Source: an optimization exercise on an open RTL-to-GDS flow (aim: small area). Production flows keep margins and buffers that such runs may drop.
Where RTL was checked, it was by simulation tests only, not by an equivalence proof against the original.
No activity file was given, so power comes from the tool's default toggle rates.

## job 7276
// tw_master
module tw_master (
    input  wire        clk,
    input  wire        rst,
    input  wire        cmd_valid,
    output wire        cmd_ready,
    input  wire [31:0] cmd,
    output reg         done,
    output wire [7:0]  status,
    output reg  [7:0]  result,
    output wire        faulted,
    output wire [7:0]  fault_reason,
    input  wire        tx_we,
    input  wire [3:0]  tx_addr,
    input  wire [7:0]  tx_data,
    output wire        ev_valid,
    input  wire        ev_ready,
    output wire [2:0]  ev_kind,
    output wire [1:0]  ev_pin,
    output wire [7:0]  ev_arg,
    input  wire        smp_level,
    output reg         tw_init,
    output reg         tw_in_tx,
    output reg  [1:0]  tw_speed,
    input  wire [3:0]  rx_idx,
    output wire [7:0]  rx_data,
    output reg  [3:0]  dev_count,
    input  wire [2:0]  dl_idx,
    output wire [6:0]  dl_addr
);
Size in the first run: ~410 flip-flops, ~14000 sq um of cells after synthesis.
export LEC_CHECK = 0
export ABC_AREA = 1
export CAP_MARGIN = 5
export CORE_MARGIN = 2
export CORE_UTILIZATION = 60
export SLEW_MARGIN = 5
create_clock -name core_clock -period 10.0 [get_ports {clk}]
standard.sh (not shown) runs the stock make flow with config.mk's settings and CLKGATE_MAP_FILE= SYNTH_SCRIPT=/design/flow/synth_recipe.tcl, a recipe that flattens the netlist after the stock synthesis.
==> flow/flow/run.sh <==
#!/bin/bash
# Own layout flow: the standard ORFS flow, with these changes to how the
# layout is made:
#  - technology mapping in synthesis uses ABC's deepsyn restructuring and
#    area-oriented mapper (amap) instead of ORFS's default ABC script
#    (flip-flop mapping is unchanged);
#  - port buffers use sky130_fd_sc_hd__buf_1;
#  - clock tree: small clusters of clkbuf_4 leaves, no dummy loads.
# Each tool's full output goes to a log file in the work folder.
set -euo pipefail
W=$(pwd)
rm -rf "$W/scripts_local"
cp -r "$FLOW_HOME/scripts" "$W/scripts_local"
cp "$W/flow/abc_area.script" "$W/scripts_local/abc_area.script"
export SCRIPTS_DIR="$W/scripts_local"
export BUFFER_PORTS_ARGS="-buffer_cell sky130_fd_sc_hd__buf_1"
export CTS_ARGS="-sink_clustering_enable -repair_clock_nets -sink_clustering_size 10 -sink_clustering_max_diameter 40 -dont_use_dummy_load -buf_list sky130_fd_sc_hd__clkbuf_4"
bash "$W/standard.sh" synth > "$W/synth.log" 2>&1
bash "$W/standard.sh" > "$W/layout.log" 2>&1
==> flow/flow/abc_area.script <==
strash
&get -n
&deepsyn -T 120
&put
dch -f
amap -F 10 -A 30
topo
diff inputs: job 7276 => job 4842
Settings: swapping 5 for 20 in SLEW_MARGIN; swapping 5 for 20 in CAP_MARGIN.
==> flow/flow/abc_area.script <==
strash
&get -n
&deepsyn -T 120
&put
dch -f
amap -F 10 -A 30
strash
dch -f
amap -F 10 -A 30
topo
--- outcome ---
- Job 7276 -> job 4842: power density over the cells decreased slightly
- On die area, job 4842 and job 7276 are neck and neck.
- The lower sum of internal, switching and leakage power came out of job 4842.
- Clock latency of the later-clocked register in the worst-skew pair in job 4842 is 0.03 ns lower than in job 7276
- Against job 7276, worst hold slack across all endpoints in job 4842 came out better.
- Job 4842 and job 7276 ended up with roughly the same part of the total power dissipated in the clock network.
- Met1 global-route usage, job 4842 and job 7276: larger value in job 7276
- Looking at job 4842 and job 7276, the final-layout fill cell count is a wash.
- Comparing the two runs side by side, job 4842 comes out ahead of job 7276 on cell area.
## Diff of input files: job 4858 against job 4842
==> flow/flow/abc_area.script <==
strash
&get -n
&deepsyn -T 300
&put
dch -f
amap -F 10 -A 30
topo
Findings:
- Diff job 4858..job 4842 | count of filler cells inserted in the layout | negligible
- The wire length of the first global-routing pass of job 4858 was inferior to that of job 4842.
- Compared to job 4842, job 4858 has worst slack at placement 0.35 ns higher.
- The starting density of the core on job 4858 is in line with that on job 4842.
- Looking at net switching fraction of the power, job 4858 sits 0.34 points higher than job 4842 does.
- On leakage power total, job 4858 does worse than job 4842.
- Going from job 4842 to job 4858, the final area was found to have gone up by 0.40%.

---

tw_master, a different RTL version from the one above (not shown whole).
For scale: about 410 flip-flops, ~120 I/O pins, roughly 18000 um2 of cells after synthesis.
==> flow/config.mk <==
export PLATFORM = sky130hd
export DESIGN_NAME = tw_master
export DESIGN_NICKNAME = tw_master
export VERILOG_FILES = /design/flow/design.v
export SDC_FILE = /design/flow/constraint.sdc
export NUM_CORES = 4
export LEC_CHECK = 0
export ABC_AREA = 1
export CAP_MARGIN = 20
export CORE_MARGIN = 2
export CORE_UTILIZATION = 40
export CTS_BUF_LIST = sky130_fd_sc_hd__clkbuf_4
export SLEW_MARGIN = 20
==> flow/constraint.sdc <==
create_clock -name core_clock -period 10.0 [get_ports {clk}]
set_input_delay 2.0000 -clock core_clock [delete_from_list [all_inputs] [get_ports {clk}]]
set_output_delay 2.0000 -clock core_clock [all_outputs]
set_load 0.01 [all_outputs]
run.sh (not shown) runs the stock make flow with config.mk's settings and CLKGATE_MAP_FILE= SYNTH_SCRIPT=/design/flow/synth_recipe.tcl, a recipe that flattens the netlist after the stock synthesis.
Stock flow here: none of the scripts above is used.
Then changed:
--- a/flow/config.mk
+++ b/flow/config.mk
@@ -7,3 +7,2 @@
 export LEC_CHECK = 0
-export ABC_AREA = 1
 export CAP_MARGIN = 20
@@ -11,3 +10,2 @@
 export CORE_UTILIZATION = 40
-export CTS_BUF_LIST = sky130_fd_sc_hd__clkbuf_4
 export SLEW_MARGIN = 20
After rerunning:
- The changed run completed with no timing, DRC or antenna violations
- wire length shrinks by a few percent
- power went down by about a fifth
- register-to-register slack gets worse by 0.16 ns
- die area is higher slightly
- final area climbs slightly
- fmax barely changes
- combinational power came out lower by well over a third

---

Another version of the RTL of tw_master (not shown whole).
Size in the first run: roughly 1,600 cells after synthesis, roughly 410 flip-flops, ~15,000 sq um of cells after synthesis.
Settings: LEC_CHECK=0, ABC_AREA=1, CAP_MARGIN=20, CORE_MARGIN=2, CORE_UTILIZATION=40, SLEW_MARGIN=20; clock period 10.0 ns.
standard.sh (not shown) runs the stock make flow with config.mk's settings and CLKGATE_MAP_FILE= SYNTH_SCRIPT=/design/flow/synth_recipe.tcl, a recipe that flattens the netlist after the stock synthesis.
==> flow/flow/run.sh <==
#!/bin/bash
# Own layout flow: the standard ORFS flow, with two changes to how the
# layout is made:
#  - technology mapping in synthesis uses ABC's area-oriented mapper (amap)
#    instead of ORFS's default ABC script (flip-flop mapping is unchanged);
#  - port buffers use sky130_fd_sc_hd__buf_1;
#  - clock tree: small clusters of clkbuf_4 leaves, no dummy loads.
# Each tool's full output goes to a log file in the work folder.
set -euo pipefail
W=$(pwd)
rm -rf "$W/scripts_local"
cp -r "$FLOW_HOME/scripts" "$W/scripts_local"
cp "$W/flow/abc_area.script" "$W/scripts_local/abc_area.script"
export SCRIPTS_DIR="$W/scripts_local"
export BUFFER_PORTS_ARGS="-buffer_cell sky130_fd_sc_hd__buf_1"
export CTS_ARGS="-sink_clustering_enable -repair_clock_nets -sink_clustering_size 10 -sink_clustering_max_diameter 40 -dont_use_dummy_load -buf_list sky130_fd_sc_hd__clkbuf_4"
bash "$W/standard.sh" synth > "$W/synth.log" 2>&1
bash "$W/standard.sh" > "$W/layout.log" 2>&1
==> flow/flow/abc_area.script <==
strash
dc2
dch -f
amap -F 10 -A 30
topo
Change:
- CORE_UTILIZATION: 40 -> 60
Flip-flop and latch count does not change.
Global-route usage came out higher by 9.1 points.
Design area came out lower slightly.
Clock skew came out lower by 0.014 ns.
Routed wire length came out lower by a few percent.
Via count came out higher by a few percent.
Area after synthesis stays the same.
Final cell count came out lower by a few percent.

---

## before
Another version of the RTL of tw_master (not shown whole).
Size in the first run: roughly 1,600 cells after synthesis, roughly 410 flip-flops, about 120 I/O pins, about 15,000 sq um of cells after synthesis.
export LEC_CHECK = 0
export ABC_AREA = 1
export CAP_MARGIN = 20
export CORE_MARGIN = 2
export CORE_UTILIZATION = 40
export SLEW_MARGIN = 20
create_clock -name core_clock -period 10.0 [get_ports {clk}]
==> flow/flow/run.sh <==
#!/bin/bash
# Own layout flow: the standard ORFS flow, with two changes to how the
# layout is made:
#  - technology mapping in synthesis uses ABC's area-oriented mapper (amap)
#    instead of ORFS's default ABC script (flip-flop mapping is unchanged);
#  - port buffers use sky130_fd_sc_hd__buf_1.
# Each tool's full output goes to a log file in the work folder.
set -euo pipefail
W=$(pwd)
rm -rf "$W/scripts_local"
cp -r "$FLOW_HOME/scripts" "$W/scripts_local"
cp "$W/flow/abc_area.script" "$W/scripts_local/abc_area.script"
export SCRIPTS_DIR="$W/scripts_local"
export BUFFER_PORTS_ARGS="-buffer_cell sky130_fd_sc_hd__buf_1"
export CTS_ARGS="-sink_clustering_enable -repair_clock_nets -sink_clustering_size 30 -sink_clustering_max_diameter 60 -dont_use_dummy_load"
bash "$W/standard.sh" synth > "$W/synth.log" 2>&1
bash "$W/standard.sh" > "$W/layout.log" 2>&1
Scripts as last shown in full above: flow/flow/abc_area.script
### before -> after
diff --git a/flow/flow/run.sh b/flow/flow/run.sh
--- a/flow/flow/run.sh
+++ b/flow/flow/run.sh
@@ -15 +15 @@
-export CTS_ARGS="-sink_clustering_enable -repair_clock_nets -sink_clustering_size 30 -sink_clustering_max_diameter 60 -dont_use_dummy_load"
+export CTS_ARGS="-sink_clustering_enable -repair_clock_nets -sink_clustering_size 35 -sink_clustering_max_diameter 60 -dont_use_dummy_load"
[summary]
Diff before -> after: number of gates given a new drive strength after cts has remained practically unchanged; number of cells on the worst hold path has decreased; combinational share of power has remained practically unchanged.
Share of the clock period used by the worst path (after over before): decrease, 0.46 points
Between before and after, the difference in sequential share of layout area is negligible.
Least setup slack across all paths after layout on after is ahead of before.
The cell count after placement on before is in line with that on after.
Total power draw, before and after: larger value in before
after vs. before: area overhead of the layout relative to synthesis went down by 0.33 points.

---

Another version of the RTL of tw_master (not shown whole).
For scale: ~2100 cells after synthesis, ~410 flip-flops, about 17000 um^2 of cells after synthesis.
Settings: LEC_CHECK=0, ABC_AREA=1, CAP_MARGIN=20, CORE_MARGIN=2, CORE_UTILIZATION=40, CTS_CLUSTER_DIAMETER=60, CTS_CLUSTER_SIZE=30, SLEW_MARGIN=20; clock period 10.0 ns.
run.sh (not shown) runs the stock make flow with config.mk's settings and CLKGATE_MAP_FILE= SYNTH_SCRIPT=/design/flow/synth_recipe.tcl, a recipe that flattens the netlist after the stock synthesis.
Stock flow here: none of the scripts above is used.
The starting point ran to the end with no violations.
Next try:
==> flow/flow/run.sh (new file) <==
#!/bin/bash
# Own layout flow: the standard ORFS flow, with two changes to how the
# layout is made:
#  - technology mapping in synthesis uses ABC's area-oriented mapper (amap)
#    instead of ORFS's default ABC script (flip-flop mapping is unchanged);
#  - port buffers use sky130_fd_sc_hd__buf_1.
# Each tool's full output goes to a log file in the work folder.
set -euo pipefail
W=$(pwd)
rm -rf "$W/scripts_local"
cp -r "$FLOW_HOME/scripts" "$W/scripts_local"
cp "$W/flow/abc_area.script" "$W/scripts_local/abc_area.script"
export SCRIPTS_DIR="$W/scripts_local"
export BUFFER_PORTS_ARGS="-buffer_cell sky130_fd_sc_hd__buf_1"
export CTS_ARGS="-sink_clustering_enable -repair_clock_nets -sink_clustering_size 30 -sink_clustering_max_diameter 60 -dont_use_dummy_load"
bash "$W/standard.sh" synth > "$W/synth.log" 2>&1
bash "$W/standard.sh" > "$W/layout.log" 2>&1
==> flow/flow/abc_area.script (new file) <==
strash
dch -f
amap
topo
==> flow/standard.sh (new file) <==
#!/bin/bash
# synth_recipe.tcl (not shown) runs the flow's synth.tcl, then flattens the netlist and writes it again
# the make line also repeats each setting of config.mk as NAME=value (left out here)
make -C /OpenROAD-flow-scripts/flow DESIGN_CONFIG=/design/flow/config.mk WORK_HOME=/design/flow/orfs CLKGATE_MAP_FILE= SYNTH_SCRIPT=/design/flow/synth_recipe.tcl "${@:-finish}"
--- a/flow/config.mk
+++ b/flow/config.mk
@@ -11,4 +11,2 @@
 export CORE_UTILIZATION = 40
-export CTS_CLUSTER_DIAMETER = 60
-export CTS_CLUSTER_SIZE = 30
 export SLEW_MARGIN = 20
removed: flow/run.sh
Power went down by about a fifth.
Via count went down by a little under a tenth.
Sequential share of layout area went up by 5.3 points.
Wire length went down by a few percent.
Worst setup slack gets better by 0.39 ns.
Count of clock-buffer cells in the layout went down by 3.
No run of this note included a check of the RTL's function; only the layout flow was run.

## what the ideal ports hide
The results above use ideal ports. As a check the final layouts listed here were re-extracted and re-timed, cells and wires unchanged. Step 1 assumes that a clkbuf_16 drives the clock port and a buf_2 every other input. Step 2 times the ports against the registers' clock, not the clock port: input delays grow and output delays shrink by t, the midpoint of the rising clock arrivals with the driver on. a / b / c = ideal ports / drivers / drivers and shift; a / b = the first two.
run | shift t [ns] | setup slack, ns | worst data-port slew with drivers (ns) | cell pins on the clock port's net
job 7276 | 0.711 | 3.146 / 3.121 / 2.965 | 0.04 | 1
job 4842 | 0.690 | 2.700 / 2.677 / 2.677 | 0.04 | 1
job 4858 | 0.711 | 3.146 / 3.121 / 2.965 | 0.04 | 1
the first run of note 2 | 0.865 | 2.119 / 2.094 / 2.094 | 0.04 | 1
the second run of note 2 | 0.611 | 2.139 / 2.114 / 2.114 | 0.04 | 1
the first run of note 3 | 0.744 | 2.956 / 2.929 / 2.929 | 0.04 | 1
the second run of note 3 | 0.692 | 3.108 / 3.086 / 3.086 | 0.07 | 1
before | 0.599 | 3.073 / 3.051 / 3.051 | 0.06 | 1
after | 0.611 | 3.119 / 3.097 / 3.097 | 0.06 | 1
the first run of note 5 | 0.649 | 2.186 / 2.157 / 2.157 | 0.06 | 1
the second run of note 5 | 0.620 | 2.575 / 2.554 / 2.370 | 0.04 | 1
After both steps every run listed still meets setup and hold. The setup slack of the second run of note 5, which loses most, moves by -0.021 ns with the drivers and by -0.205 ns with both steps.
